This is an optimization exercise on Yosys and OpenROAD, whose aim is small area, a short achievable clock period and few clock cycles, not a production implementation. In this exercise RTL edits were held to simulation tests only and were not proved equivalent to the original. No activity file was given, so power comes from the tool's default toggle rates.

`design.v`:
```
module intq_mm (
    input  wire        clk,
    input  wire        rst,           
    input  wire        start,
    input  wire [2:0]  mode,          
    input  wire [15:0] rows,
    input  wire [15:0] cols,
    input  wire [31:0] src0,          
    input  wire [31:0] src1,          
    input  wire [31:0] bias_base,     
    input  wire [31:0] out_base,      
    input  wire [31:0] thr_base,      
    input  wire [15:0] thr_stride,
    input  wire [7:0]  z_a,
    input  wire [7:0]  z_out,
    input  wire [31:0] fold_m,
    input  wire [7:0]  fold_n,
    output wire        busy,
    output reg         done,
    output wire [31:0] result,
    output wire        mem_req,
    output wire        mem_we,
    output wire [31:0] mem_addr,
    output wire [31:0] mem_wdata,
    output wire [3:0]  mem_wstrb,
    input  wire        mem_gnt,
    input  wire        mem_rvalid,
    input  wire [31:0] mem_rdata
);
    localparam [1:0] S_IDLE = 2'd0, S_SET = 2'd1, S_RUN = 2'd2;
    reg [1:0]  state;
    reg        pol, wb4, k2;
    reg [15:0] n_cols, n_rows;
    reg [7:0]  za;
    reg [3:0]  zo;
    reg [31:0] fm;
    reg [4:0]  n1s, n2s;           
    reg        rzero;              
    reg [17:0] tinc;               
    reg        h0a, h0b;           
    reg [1:0]  wdelta;             
    reg [31:2] wa;                 
    reg [31:2] sb0;                
    reg [31:2] bia;                
    reg [31:2] tw;                 
    reg        ht;                 
    reg [31:0] oa0, oa1;           
    assign result = oa1;           
    localparam [2:0] I_BIAS = 3'd0, I_ACT0 = 3'd1, I_ACT1 = 3'd2, I_THR = 3'd3, I_DONE = 3'd4;
    localparam [2:0] OP_BIAS = 3'd0, OP_WGT = 3'd1, OP_ACT0 = 3'd2, OP_ACT1 = 3'd3, OP_THR = 3'd4;
    localparam [2:0] P_WA = 3'd0, P_ACT = 3'd1, P_BIA = 3'd2, P_TW = 3'd3, P_TL = 3'd4,
                     P_OA0 = 3'd5, P_OA1 = 3'd6, P_SET = 3'd7;
    localparam TGW = 10;
    reg [2:0]  iph;
    reg [15:0] ir;                 
    reg [15:0] k;                  
    reg [2:0]  tk;                 
    reg [5:0]  wq;                 
    reg        rq_claim;           
    reg [1:0]  wph;
    reg [7:0]  wb0, wb1;
    reg         pl_v, pl_we;
    reg [2:0]   pl_sel;
    reg [15:0]  pl_off;
    reg [TGW-1:0] pl_tag;
    reg [7:0]   pl_byte;
    reg        rq_v, rq_we;
    reg [31:2] rq_a;
    reg [3:0]  rq_strb;
    reg [7:0]  rq_byte;
    assign mem_req   = rq_v;
    assign mem_we    = rq_we;
    assign mem_addr  = {rq_a, 2'b00};
    assign mem_wdata = {4{rq_byte}};
    assign mem_wstrb = rq_strb;
    reg [TGW-1:0] tq [0:3];
    reg [1:0]  tq_wp, tq_rp;
    reg [2:0]  tq_n;
    reg [15:0] pr;                 
    wire       win8    = !wb4;
    wire [5:0] wq1     = wq + 6'd1;
    wire       need_w  = win8 ? (wq1 >= 6'd8) : (wq1 >= 6'd16);
    wire [15:0] k1     = k + 16'd1;
    wire [16:0] c2     = {k, 1'b0};
    wire [16:0] c2p    = {k1, 1'b0};
    wire        c_lt   = c2 < {1'b0, n_cols};
    wire        c_eq   = c2 == {1'b0, n_cols};
    wire        cp_lt  = c2p < {1'b0, n_cols};
    wire        cp_eq  = c2p == {1'b0, n_cols};
    wire        k0     = (k == 16'd0);
    wire        k_last = h0a ? !(cp_lt || cp_eq) : !cp_lt;
    wire [2:0]  nwl    = k2 ? 3'd1 : 3'd7;     
    wire        tk_last = (tk == nwl);
    wire [15:0] ir1    = ir + 16'd1;
    wire        row_last = (ir1 == n_rows);
    wire [15:0] dofs   = ({1'b0, n_cols} + {16'd0, h0a}) >> 1;    
    wire        alo0 = !(k0 && h0a) && (c_lt || (h0a && c_eq));
    wire        ahi0 = h0a ? c_lt : (cp_lt || cp_eq);
    wire        alo1 = !(k0 && h0b) && (c_lt || (h0b && c_eq));
    wire        ahi1 = h0b ? c_lt : (cp_lt || cp_eq);
    wire [3:0]  pos0 = wq[3:0] - {3'd0, h0a};
    wire [3:0]  pos1 = wq[3:0] - {3'd0, h0b};
    wire [3:0]  tidx = {tk, 1'b0} - {3'd0, ht};
    wire [3:0]  tidh = {tk, 1'b1} - {3'd0, ht};
    wire        tvlo = !(tk == 3'd0 && ht) && (k2 ? tidx < 4'd3 : tidx < 4'd15);
    wire        tvhi = k2 ? tidh < 4'd3 : tidh < 4'd15;
    wire        row_end_ok = !rq_claim || pol;
    wire        rq_free = !rq_v || mem_gnt;
    wire        pl_take = pl_v && rq_free && (pl_we || tq_n != 3'd4);
    wire        pl_room = !pl_v || pl_take;
    reg         nx_v, nx_we;
    reg [2:0]   nx_sel;
    reg [15:0]  nx_off;
    reg [TGW-1:0] nx_tag;
    always @(*) begin
        nx_v   = 1'b0;
        nx_we  = 1'b0;
        nx_sel = P_WA;
        nx_off = k;
        nx_tag = {OP_WGT, 7'd0};
        if (state == S_RUN) begin
            if (wph != 2'd0) begin
                nx_v = 1'b1; nx_we = 1'b1; nx_sel = (wph == 2'd1) ? P_OA0 : P_OA1;
            end else begin
                case (iph)
                    I_BIAS: begin
                        nx_v   = (n_cols != 16'd0) || row_end_ok;
                        nx_sel = P_BIA;
                        nx_tag = {OP_BIAS, 6'd0, n_cols == 16'd0};
                    end
                    I_ACT0: begin
                        nx_v = 1'b1;
                        if (need_w) begin
                            nx_sel = P_WA;
                            nx_tag = {OP_WGT, 7'd0};
                        end else begin
                            nx_sel = P_ACT;
                            nx_tag = {OP_ACT0, pos0, alo0, ahi0, 1'b0};
                        end
                    end
                    I_ACT1: begin
                        nx_v   = !k_last || row_end_ok;
                        nx_sel = P_ACT;
                        nx_off = k + dofs;
                        nx_tag = {OP_ACT1, pos1, alo1, ahi1, k_last};
                    end
                    I_THR: begin
                        nx_v   = !(tk_last && row_last) || (pr == ir && wph == 2'd0);
                        nx_sel = tk_last ? P_TL : P_TW;
                        nx_tag = {OP_THR, tidx, tvlo, tvhi, tk_last};
                    end
                    default: ;
                endcase
            end
        end
    end
    wire        plan = pl_room && nx_v;
    reg  [31:0] ad_a, ad_b;
    always @(*) begin
        case (pl_sel)
            P_WA:    begin ad_a = {wa, 2'b00};     ad_b = 32'd4; end
            P_ACT:   begin ad_a = {sb0, 2'b00};    ad_b = {14'd0, pl_off, 2'b00}; end
            P_BIA:   begin ad_a = {bia, 2'b00};    ad_b = 32'd4; end
            P_TW:    begin ad_a = {tw, 2'b00};     ad_b = 32'd4; end
            P_TL:    begin ad_a = {tw, ht, 1'b0};  ad_b = {{14{tinc[17]}}, tinc}; end
            P_OA0:   begin ad_a = oa0;             ad_b = 32'd1; end
            P_OA1:   begin ad_a = oa1;             ad_b = 32'd1; end
            default: begin ad_a = oa0;             ad_b = k2 ? ({16'd0, n_rows} + 32'd3) >> 2
                                                             : ({16'd0, n_rows} + 32'd1) >> 1; end
        endcase
    end
    wire [31:0] ad_sum  = ad_a + ad_b;
    wire [31:0] ad_addr = (pl_sel == P_ACT) ? ad_sum : ad_a;
    wire [TGW-1:0] t0 = tq[tq_rp];
    wire [2:0]  t0_op   = t0[9:7];
    wire [3:0]  t0_p    = t0[6:3];
    wire        t0_vlo  = t0[2];
    wire        t0_vhi  = t0[1];
    wire        t0_last = t0[0];
    reg [47:0]  win;
    wire [3:0]  pA_hi = t0_p + 4'd1;
    wire [3:0]  nlo = t0_p - 4'd4;
    wire [3:0]  nhi = pA_hi - 4'd4;
    wire [2:0]  blo = t0_p[2:0] - 3'd2;
    wire [2:0]  bhi = pA_hi[2:0] - 3'd2;
    reg  [7:0]  wsel_lo, wsel_hi;
    always @(*) begin
        if (wb4) begin
            wsel_lo = {4'd0, win[{nlo, 2'b00} +: 4]};
            wsel_hi = {4'd0, win[{nhi, 2'b00} +: 4]};
        end else begin
            wsel_lo = win[{blo, 3'b000} +: 8];
            wsel_hi = win[{bhi, 3'b000} +: 8];
        end
    end
    wire [8:0]  wz_lo = t0_vlo ? ({1'b0, wsel_lo} - {1'b0, za}) : 9'd0;
    wire [8:0]  wz_hi = t0_vhi ? ({1'b0, wsel_hi} - {1'b0, za}) : 9'd0;
    reg         v1;
    reg [2:0]   op1;
    reg [3:0]   p1;
    reg         vlo1, vhi1, last1;
    reg [31:0]  d1;
    reg [8:0]   wl1, wh1;
    wire signed [24:0] pr_lo = $signed(wl1) * $signed(d1[15:0]);
    wire signed [24:0] pr_hi = $signed(wh1) * $signed(d1[31:16]);
    wire        act1 = (op1 == OP_ACT0 || op1 == OP_ACT1);
    reg         v2;
    reg [2:0]   op2;
    reg [3:0]   p2;
    reg         vlo2, vhi2, last2;
    reg [24:0]  x2, y2;
    wire [31:0] d2 = {y2[15:0], x2[15:0]};
    reg [31:0]  acc0, acc1;
    reg         f0, f1;            
    reg [3:0]   lv0, lv1;
    reg         xfer;              
    wire [31:0] acc_s = (op2 == OP_ACT1) ? acc1 : acc0;
    wire [31:0] acc_n = acc_s + {{7{x2[24]}}, x2} + {{7{y2[24]}}, y2};
    wire [3:0]  kmax = k2 ? 4'd3 : 4'd15;
    wire [3:0]  p2_hi = p2 + 4'd1;
    wire        lt0_lo = $signed(acc0[15:0]) < $signed(d2[15:0]);
    wire        lt0_hi = $signed(acc0[15:0]) < $signed(d2[31:16]);
    wire        lt1_lo = $signed(acc1[15:0]) < $signed(d2[15:0]);
    wire        lt1_hi = $signed(acc1[15:0]) < $signed(d2[31:16]);
    reg  [3:0]  tl0, tl1;
    reg         tf0, tf1;
    always @(*) begin
        tl0 = lv0; tf0 = f0;
        if (!tf0 && vlo2 && lt0_lo) begin tl0 = p2; tf0 = 1'b1; end
        if (!tf0 && vhi2 && lt0_hi) begin tl0 = p2_hi; tf0 = 1'b1; end
        tl1 = lv1; tf1 = f1;
        if (!tf1 && vlo2 && lt1_lo) begin tl1 = p2; tf1 = 1'b1; end
        if (!tf1 && vhi2 && lt1_hi) begin tl1 = p2_hi; tf1 = 1'b1; end
    end
    wire        thr_ev = v2 && op2 == OP_THR && last2;
    localparam [2:0] R_IDLE = 3'd0, R_SHL = 3'd1, R_MUL = 3'd2, R_SHR = 3'd3, R_FIN = 3'd4, R_OUT = 3'd5;
    reg [2:0]   rph;
    reg         rsec;              
    reg [31:0]  rt;                
    reg [31:0]  rbuf;              
    reg signed [32:0] rs;          
    reg [4:0]   rcnt;
    reg [3:0]   rl0, rl1;          
    wire [4:0]  rdig = {(rcnt[2:0] == 3'd7) ? rt[3] : 1'b0, rt[3:0]};
    wire signed [36:0] rprod = $signed(fm) * $signed(rdig);
    reg  signed [36:0] rp;         
    wire signed [36:0] rnext = ($signed({{4{rs[32]}}, rs}) + rp) >>> 4;
    wire [3:0]  rv = rs[32] ? 4'd0 :
                     (rs > $signed({29'd0, kmax})) ? kmax : rs[3:0];
    wire [3:0]  rlev0 = rv + zo;
    wire [2:0]  r_first = rzero ? R_FIN : (n1s != 5'd0) ? R_SHL : R_MUL;
    wire [4:0]  rcnt_dn = rcnt - (rcnt[4:2] != 3'd0 ? 5'd4 : 5'd1);
    wire [3:0]  rlev  = k2 ? {2'b00, rlev0[1:0]} : rlev0;
    reg [7:0]   pb0, pb1;
    wire [15:0] pr1 = pr + 16'd1;
    wire [1:0]  slot = k2 ? pr[1:0] : {1'b0, pr[0]};
    wire        pk_full = (k2 ? (slot == 2'd3) : (slot == 2'd1)) || (pr1 == n_rows);
    wire        rq_ev_ok = (rph == R_OUT) && !(pk_full && wph != 2'd0);
    wire        pk_ev = thr_ev || rq_ev_ok;
    wire [3:0]  pl0 = pol ? tl0 : rl0;
    wire [3:0]  pl1 = pol ? tl1 : rl1;
    wire [2:0]  sh  = k2 ? {slot, 1'b0} : {slot[0], 2'b00};
    wire [7:0]  nb0 = (slot == 2'd0 ? 8'd0 : pb0) | ({4'd0, pl0} << sh);
    wire [7:0]  nb1 = (slot == 2'd0 ? 8'd0 : pb1) | ({4'd0, pl1} << sh);
    assign busy = (state != S_IDLE);
    wire all_done = (iph == I_DONE) && (pr == n_rows) && (wph == 2'd0) && !pl_v && !rq_v;
    always @(posedge clk) begin
        done <= 1'b0;
        case (state)
            S_IDLE: begin
                pol    <= mode[0];
                wb4    <= mode[1];
                k2     <= mode[2];
                n_rows <= rows;
                n_cols <= cols;
                za     <= z_a;
                zo     <= z_out[3:0];
                fm     <= fold_m;
                n1s    <= fold_n[7] ? 5'd0 - fold_n[4:0] : 5'd0;
                n2s    <= fold_n[7] ? 5'd0 : fold_n[4:0];
                rzero  <= (fold_n[7] && (fold_n <= 8'hE0)) || (!fold_n[7] && (fold_n >= 8'd32)) ||
                          (fold_m == 32'd0);
                tinc   <= {1'b0, (thr_stride != 16'd0) ? thr_stride : (mode[2] ? 16'd3 : 16'd15), 1'b0}
                          - (mode[2] ? 18'd4 : 18'd28);
                h0a    <= src1[1];
                h0b    <= src1[1] ^ cols[0];
                wdelta <= (cols[0] ? (mode[1] ? 2'd0 : 2'd3) : (src1[1] ? 2'd2 : 2'd0));
                wa     <= src0[31:2];
                wq     <= mode[1] ? {3'b010, src0[1:0], 1'b0} : {4'b0010, src0[1:0]};
                sb0    <= src1[31:2];
                bia    <= bias_base[31:2];
                tw     <= thr_base[31:2];
                ht     <= thr_base[1];
                oa0    <= out_base;
                oa1    <= out_base;
                ir     <= 16'd0;
                k      <= 16'd0;
                tk     <= 3'd0;
                pr     <= 16'd0;
                iph    <= I_BIAS;
                pl_sel <= P_SET;
                if (start && rows == 16'd0) begin
                    done <= 1'b1;
                end else if (start) begin
                    state <= S_SET;
                end
            end
            S_SET: begin
                oa1   <= ad_sum;
                state <= S_RUN;
            end
            S_RUN: if (all_done) begin
                state <= S_IDLE;
                done  <= 1'b1;
            end
            default: state <= S_IDLE;
        endcase
        if (rq_free) rq_v <= 1'b0;
        if (pl_take) begin
            rq_v    <= 1'b1;
            rq_we   <= pl_we;
            rq_a    <= ad_addr[31:2];
            rq_strb <= pl_we ? (4'b0001 << ad_a[1:0]) : 4'b0000;
            rq_byte <= pl_byte;
            case (pl_sel)
                P_WA:  wa  <= ad_sum[31:2];
                P_BIA: bia <= ad_sum[31:2];
                P_TW:  tw  <= ad_sum[31:2];
                P_TL:  begin tw <= ad_sum[31:2]; ht <= ad_sum[1]; end
                P_OA0: oa0 <= ad_sum;
                P_OA1: oa1 <= ad_sum;
                default: ;
            endcase
            if (!pl_we) begin
                tq[tq_wp] <= pl_tag;
                tq_wp <= tq_wp + 2'd1;
            end
        end
        if (pl_take) pl_v <= 1'b0;
        tq_n <= tq_n + ((pl_take && !pl_we) ? 3'd1 : 3'd0) - (mem_rvalid && state == S_RUN ? 3'd1 : 3'd0);
        if (mem_rvalid && state == S_RUN) tq_rp <= tq_rp + 2'd1;
        if (plan) begin
            pl_v    <= 1'b1;
            pl_we   <= nx_we;
            pl_sel  <= nx_sel;
            pl_off  <= nx_off;
            pl_tag  <= nx_tag;
            pl_byte <= (wph == 2'd1) ? wb0 : wb1;
            if (nx_we) begin
                wph <= (wph == 2'd1) ? 2'd2 : 2'd0;
            end else begin
                case (iph)
                    I_BIAS: begin
                        if (n_cols != 16'd0) iph <= I_ACT0;
                        else if (pol) iph <= I_THR;
                        else begin
                            rq_claim <= 1'b1;
                            ir  <= ir1;
                            iph <= row_last ? I_DONE : I_BIAS;
                        end
                    end
                    I_ACT0: begin
                        if (need_w) wq <= wq - (win8 ? 6'd4 : 6'd8);
                        else        iph <= I_ACT1;
                    end
                    I_ACT1: begin
                        if (k_last) begin
                            k   <= 16'd0;
                            wq  <= wq + 6'd2 + {{4{wdelta[1]}}, wdelta};
                            if (pol) iph <= I_THR;
                            else begin
                                rq_claim <= 1'b1;
                                ir  <= ir1;
                                iph <= row_last ? I_DONE : I_BIAS;
                            end
                        end else begin
                            k   <= k1;
                            wq  <= wq + 6'd2;
                            iph <= I_ACT0;
                        end
                    end
                    I_THR: begin
                        if (tk_last) begin
                            tk  <= 3'd0;
                            ir  <= ir1;
                            iph <= row_last ? I_DONE : I_BIAS;
                        end else begin
                            tk  <= tk + 3'd1;
                        end
                    end
                    default: ;
                endcase
            end
        end
        v1 <= mem_rvalid && state == S_RUN && t0_op != OP_WGT;
        if (mem_rvalid) begin
            op1   <= t0_op;
            p1    <= t0_p;
            vlo1  <= t0_vlo;
            vhi1  <= t0_vhi;
            last1 <= t0_last;
            d1    <= mem_rdata;
            wl1   <= wz_lo;
            wh1   <= wz_hi;
            if (t0_op == OP_WGT) win <= {mem_rdata, win[47:32]};
        end
        v2 <= v1;
        if (v1) begin
            op2   <= op1;
            p2    <= p1;
            vlo2  <= vlo1;
            vhi2  <= vhi1;
            last2 <= last1;
            x2    <= act1 ? pr_lo : {9'd0, d1[15:0]};
            y2    <= act1 ? pr_hi : {9'd0, d1[31:16]};
        end
        xfer <= v2 && last2 && (op2 == OP_BIAS || op2 == OP_ACT1) && !pol;
        if (v2) begin
            case (op2)
                OP_BIAS: begin
                    acc0 <= d2;
                    acc1 <= d2;
                    f0   <= 1'b0;
                    f1   <= 1'b0;
                    lv0  <= kmax;
                    lv1  <= kmax;
                end
                OP_ACT0: acc0 <= acc_n;
                OP_ACT1: acc1 <= acc_n;
                OP_THR: begin
                    lv0 <= tl0; f0 <= tf0;
                    lv1 <= tl1; f1 <= tf1;
                end
                default: ;
            endcase
        end
        case (rph)
            R_IDLE: if (xfer) begin
                rt   <= acc0;
                rbuf <= acc1;
                rsec <= 1'b0;
                rs   <= 33'd0;
                rcnt <= n1s;
                rph  <= r_first;
            end
            R_SHL: begin
                rcnt <= rcnt_dn;
                rt   <= rcnt[4:2] != 3'd0 ? {rt[27:0], 4'd0} : {rt[30:0], 1'b0};
                if (rcnt_dn == 5'd0) rph <= R_MUL;
            end
            R_MUL: begin
                rp   <= rprod;
                if (rcnt != 5'd0) rs <= rnext[32:0];
                rt   <= {4'd0, rt[31:4]};
                rcnt <= rcnt + 5'd1;
                if (rcnt[3]) begin
                    rcnt <= n2s;
                    rph  <= (n2s != 5'd0) ? R_SHR : R_FIN;
                end
            end
            R_SHR: begin
                rcnt <= rcnt_dn;
                rs   <= rcnt[4:2] != 3'd0 ? rs >>> 4 : rs >>> 1;
                if (rcnt_dn == 5'd0) rph <= R_FIN;
            end
            R_FIN: begin
                rs   <= 33'd0;
                rcnt <= n1s;
                if (!rsec) begin
                    rl0  <= rlev;
                    rt   <= rbuf;
                    rsec <= 1'b1;
                    rph  <= r_first;
                end else begin
                    rl1  <= rlev;
                    rph  <= R_OUT;
                end
            end
            R_OUT: if (rq_ev_ok) begin
                rph      <= R_IDLE;
                rq_claim <= 1'b0;
            end
            default: rph <= R_IDLE;
        endcase
        if (pk_ev) begin
            pr <= pr1;
            if (pk_full) begin
                wb0 <= nb0;
                wb1 <= nb1;
                wph <= 2'd1;
            end else begin
                pb0 <= nb0;
                pb1 <= nb1;
            end
        end
        if (rst) begin
            state <= S_IDLE;
            done  <= 1'b0;
            rq_v  <= 1'b0;
            pl_v  <= 1'b0;
            tq_wp <= 2'd0;
            tq_rp <= 2'd0;
            tq_n  <= 3'd0;
            v1    <= 1'b0;
            v2    <= 1'b0;
            xfer  <= 1'b0;
            rph   <= R_IDLE;
            wph   <= 2'd0;
            iph   <= I_DONE;
            rq_claim <= 1'b0;
        end
    end
endmodule
```
`run.sh`:
```
#!/bin/bash
# synth_recipe.tcl (not shown) runs the flow's synth.tcl, then flattens the netlist and writes it again
# the make line also repeats each setting of config.mk as NAME=value (left out here)
make -C /OpenROAD-flow-scripts/flow DESIGN_CONFIG=/design/flow/config.mk WORK_HOME=/design/flow/orfs CLKGATE_MAP_FILE= SYNTH_SCRIPT=/design/flow/synth_recipe.tcl finish
```
`config.mk`:
```
export PLATFORM = sky130hd
export DESIGN_NAME = intq_mm
export DESIGN_NICKNAME = intq_mm
export VERILOG_FILES = /design/flow/design.v
export SDC_FILE = /design/flow/constraint.sdc
export NUM_CORES = 4
export LEC_CHECK = 0
export CAP_MARGIN = 20
export CORE_MARGIN = 2
export CORE_UTILIZATION = 40
export PLACE_DENSITY = 0.6
export SLEW_MARGIN = 20
```
`constraint.sdc`:
```
create_clock -name core_clock -period 16.0 [get_ports {clk}]
set_input_delay 3.2000 -clock core_clock [delete_from_list [all_inputs] [get_ports {clk}]]
set_output_delay 3.2000 -clock core_clock [all_outputs]
set_load 0.01 [all_outputs]
```
==> summary.txt <==
status=complete, no violations; initial core utilization=between 40% and 50%; Avg WL per Cell=21.0 µm; Final Skew=about 0.090 ns; Layout Nets=a little over 8000; layout cell share with drive strength beyond 1=under 10%; Adder-Cell Fraction of Synth Area=19.0%; critical path startpoint category=flop; mux cell area share after synthesis=under 10%; RSZ-0062 raised after global routing=false; leakage=0.0320 µW; Fmax=138 MHz; Die H=419 µm; Seq cells post-synth=922; post-CTS sizing=0; Max IR drop VDD=122 µV; largest family of logic cells by synthesized area=adder cells; Top FF cell, synth=edfxtp_1; crit path capture type=flop; MaxCap Viol Count=0; Synth Instances=6944; clock latency at the later pin of the worst-skew pair=around 0.78 ns; synthesized area per cell=between 9 and 10 µm²; Distinct cells, synth=between 100 and 150; Synth Area in XOR/XNOR=under 10%; ANT nets after route=0; crit path max fanout=between 50 and 60; gr ovfl total=0; Synth top area share=30.6%; pin slew with the least headroom to its limit=between 1 and 1.5 ns; hold depth=0; Die ar.=around 180000 µm²; H-tree depth=3; I/O Buffers=between 300 and 400; vias in the first global route=between 50000 and 60000; core footprint=171000 µm²; Final Hold Viols=0; synthesis-to-layout area growth=13.8%; area occupied by multi-input gates=a little under 40000 µm²; Post-synth ARST share=0%; top area cells in the synthesized netlist=edfxtp_1 (31%), fa_1 (11%), ha_1 (8.0%); Worst Path Arrival=~7.9 ns; largest net degree at the start of global routing=around 130; CTS tree=built; final total power=10700 µW; pwr dens=136 nW/µm²; initial drt markers=approximately 4700; Post-synth EDFFs=about 700; Placed Instances=a little over 9000; Req. time, crit path=16.69 ns; # rows=between 150 and 200; Hold Buf Count CTS=0; CTS Sinks=just over 900; DR vias/cell=around 5.5; Layout fillers=16000; TritonRoute pass-1 iters=6; DR vias=52800; highest-count cells in the layout ignoring fill and taps=nand2_1 (844), edfxtp_1 (702), inv_1 (559); global-route wire length before repair=~300000 µm; io pins=408; commonest non-fill, non-tap cell in the layout=nand2_1; setup bufs post-CTS=0; CTS root buf=clkbuf_16; worst reg2reg path depth=17; DRC viols=0; hold crit path type=reg -> reg; Slew Limit Headroom=15.4%; Fin Setup TNS=0 ns; kind of critical path=reg -> reg; Total Wirelength=around 200000 µm; minimum clock period=7.23 ns; post-layout util=around 46%; Finished Layout Cells=between 9000 and 10000; Die Wd=between 400 and 500 µm; dpl cell area=74700 µm²; setup violators final=0; Final Max Slew Viols=0; Simple-Gate Fraction of Synth Area=14.5%; Placer Congestion=~0.91; GRT Total Usage=between 20% and 30%; initial antenna violation count=31; sequential cell area=roughly 25000 µm²; post-synthesis compound-gate area fraction=13.5%; sequential share of the synthesized area=between 30% and 40%; Finished Cell Area=78400 µm²; mapped cell area=around 69000 µm²; HPWL after DPL=150000 µm; clock slew at reported path FFs=approximately 0.060 ns; Synth Warn #=1; Tcrit/Tclk final=45.2%; Longest Clk Path Bufs=3; largest area contributor in the netlist=edfxtp_1; total CTS buffers=107
==> critical path, stage by stage (launching register included) <==
cell      delay, ns
edfxtp_1       0.32
buf_4          0.55
clkinv_1       0.81
nor2_1         1.20
a221o_1        0.30
a21boi_0       0.43
ha_1           0.30
o21ai_0        0.11
nor2_1         0.22
o41ai_2        0.11
a311oi_2       0.65
a311o_1        0.32
a31oi_1        0.19
o311ai_0       0.63
a21oi_1        0.24
xnor2_1        0.53
nor2_1         0.10
a31oi_1        0.16
==> synthesized netlist by cell type, drive strengths merged, types with 22 or more instances <==
library cell / number
xnor2: 231
o211ai: 23
nand2: 847
nor4: 39
fa: 377
a31oi: 141
clkbuf: 289
mux2i: 127
o21bai: 28
a22o: 22
nand3: 90
and3: 65
nor2b: 55
nor2: 463
o21a: 37
a211oi: 53
o21ai: 367
a221o: 22
ha: 440
inv: 562
o22ai: 88
a21o: 132
nand2b: 69
or3: 33
a22oi: 39
nand4: 38
a21oi: 332
mux2: 125
xor2: 129
edfxtp: 702
buf: 88
mux4: 64
or2: 35
nor3: 88
and2: 254
dfxtp: 220
==> routing by layer <==
| metal | routed length, µm | track usage, % |
|---|---|---|
| met1 | 86200 | 30.0 |
| met5 | 26 | 0 |
| met4 | 9960 | 10.8 |
| met3 | 11400 | 2.94 |
| met2 | 93000 | 36.0 |
==> stage by stage <==
stage	worst slack, ns	hold slack, ns
floorplan	10.16	0.400
global placement	9.16	0.408
detailed placement	9.09	0.405
CTS	9.14	0.421
global route	8.65	0.443
finish	8.77	0.419
==> sequential cells by signal, summed over array words and instances, names as in the netlist, 30 cells and up, named ones only <==
signal	cells
rs	33
oa1	32
fm	32
tw	30
rp	37
rq_a	30
d1	32
rbuf	32
bia	30
acc1	32
tq	40
rt	32
acc0	32
sb0	30
oa0	32
win	48
wa	30
==> layout make-up <==
cell class	instances	area share, %
flip-flops and latches	922	32.5
repair buffers	466	5.78
clock buffers	141	3.76
well taps	2310	3.69
clock inverters	60	0.777
inverters	567	2.72
multi-input cells	5079	50.7
diodes	22	0.0702
==> final timing paths <==
check	startpoint	endpoint	slack, ns
worst max-delay path	pl_sel[2]	tw[31]	8.77
worst min-delay path	pl_byte[1]	rq_byte[1]	0.42
worst min register to register	pl_byte[1]	rq_byte[1]	0.42
worst max register to register	pl_sel[2]	tw[31]	8.77
==> logic make-up after synthesis <==
group,after synthesis
other,1
and+or+nand+nor,2125
muxes,316
AOI/OAI and AO/OA,1459
adders and majority gates,817
xor gates and xnor gates,360
buffers and inverters,944
DFF,922
==> power breakdown <==
group	switching (µW)	leakage, µW	internal [µW]
Clock	1070	0.00174	1420
Sequential	230	0.00844	2890
Combinational	2870	0.0218	2210
Total	4170	0.0320	6520
Testbench counts, summed over its fixed seeds: cycles 111,720.

## port drivers added, routing unchanged
In the flow no input, the clock included, has a driving cell. The finished layout below was timed again as built, in two steps.
Step 1 (the two cells are an assumption about what drives the block):
set clk [get_ports {clk}]
set_driving_cell -lib_cell sky130_fd_sc_hd__clkbuf_16 $clk
set_driving_cell -lib_cell sky130_fd_sc_hd__buf_2 [delete_from_list [all_inputs] $clk]
Step 2 adds t to the input delays and takes it off the output delays; t is the mean of the earliest and latest rising clock arrival at the registers after step 1. Input paths then give back, and output paths get back, about the clock's delay inside the block.
a / b / c = no drivers / after step 1 / after step 2; a / b = the first two.
shift t [ns]: 0.810
slack for setup (ns): 8.767 / 8.767 / 8.767
worst setup path after step 2: register to register
latest minus earliest clock arrival (ns): 0.089 / 0.089
slew at the worst register clock pin (ns): 0.07 / 0.07
After both steps this run still meets setup and hold. For this run, drivers alone change the setup slack by 0.000 ns; drivers and shift together by 0.000 ns.
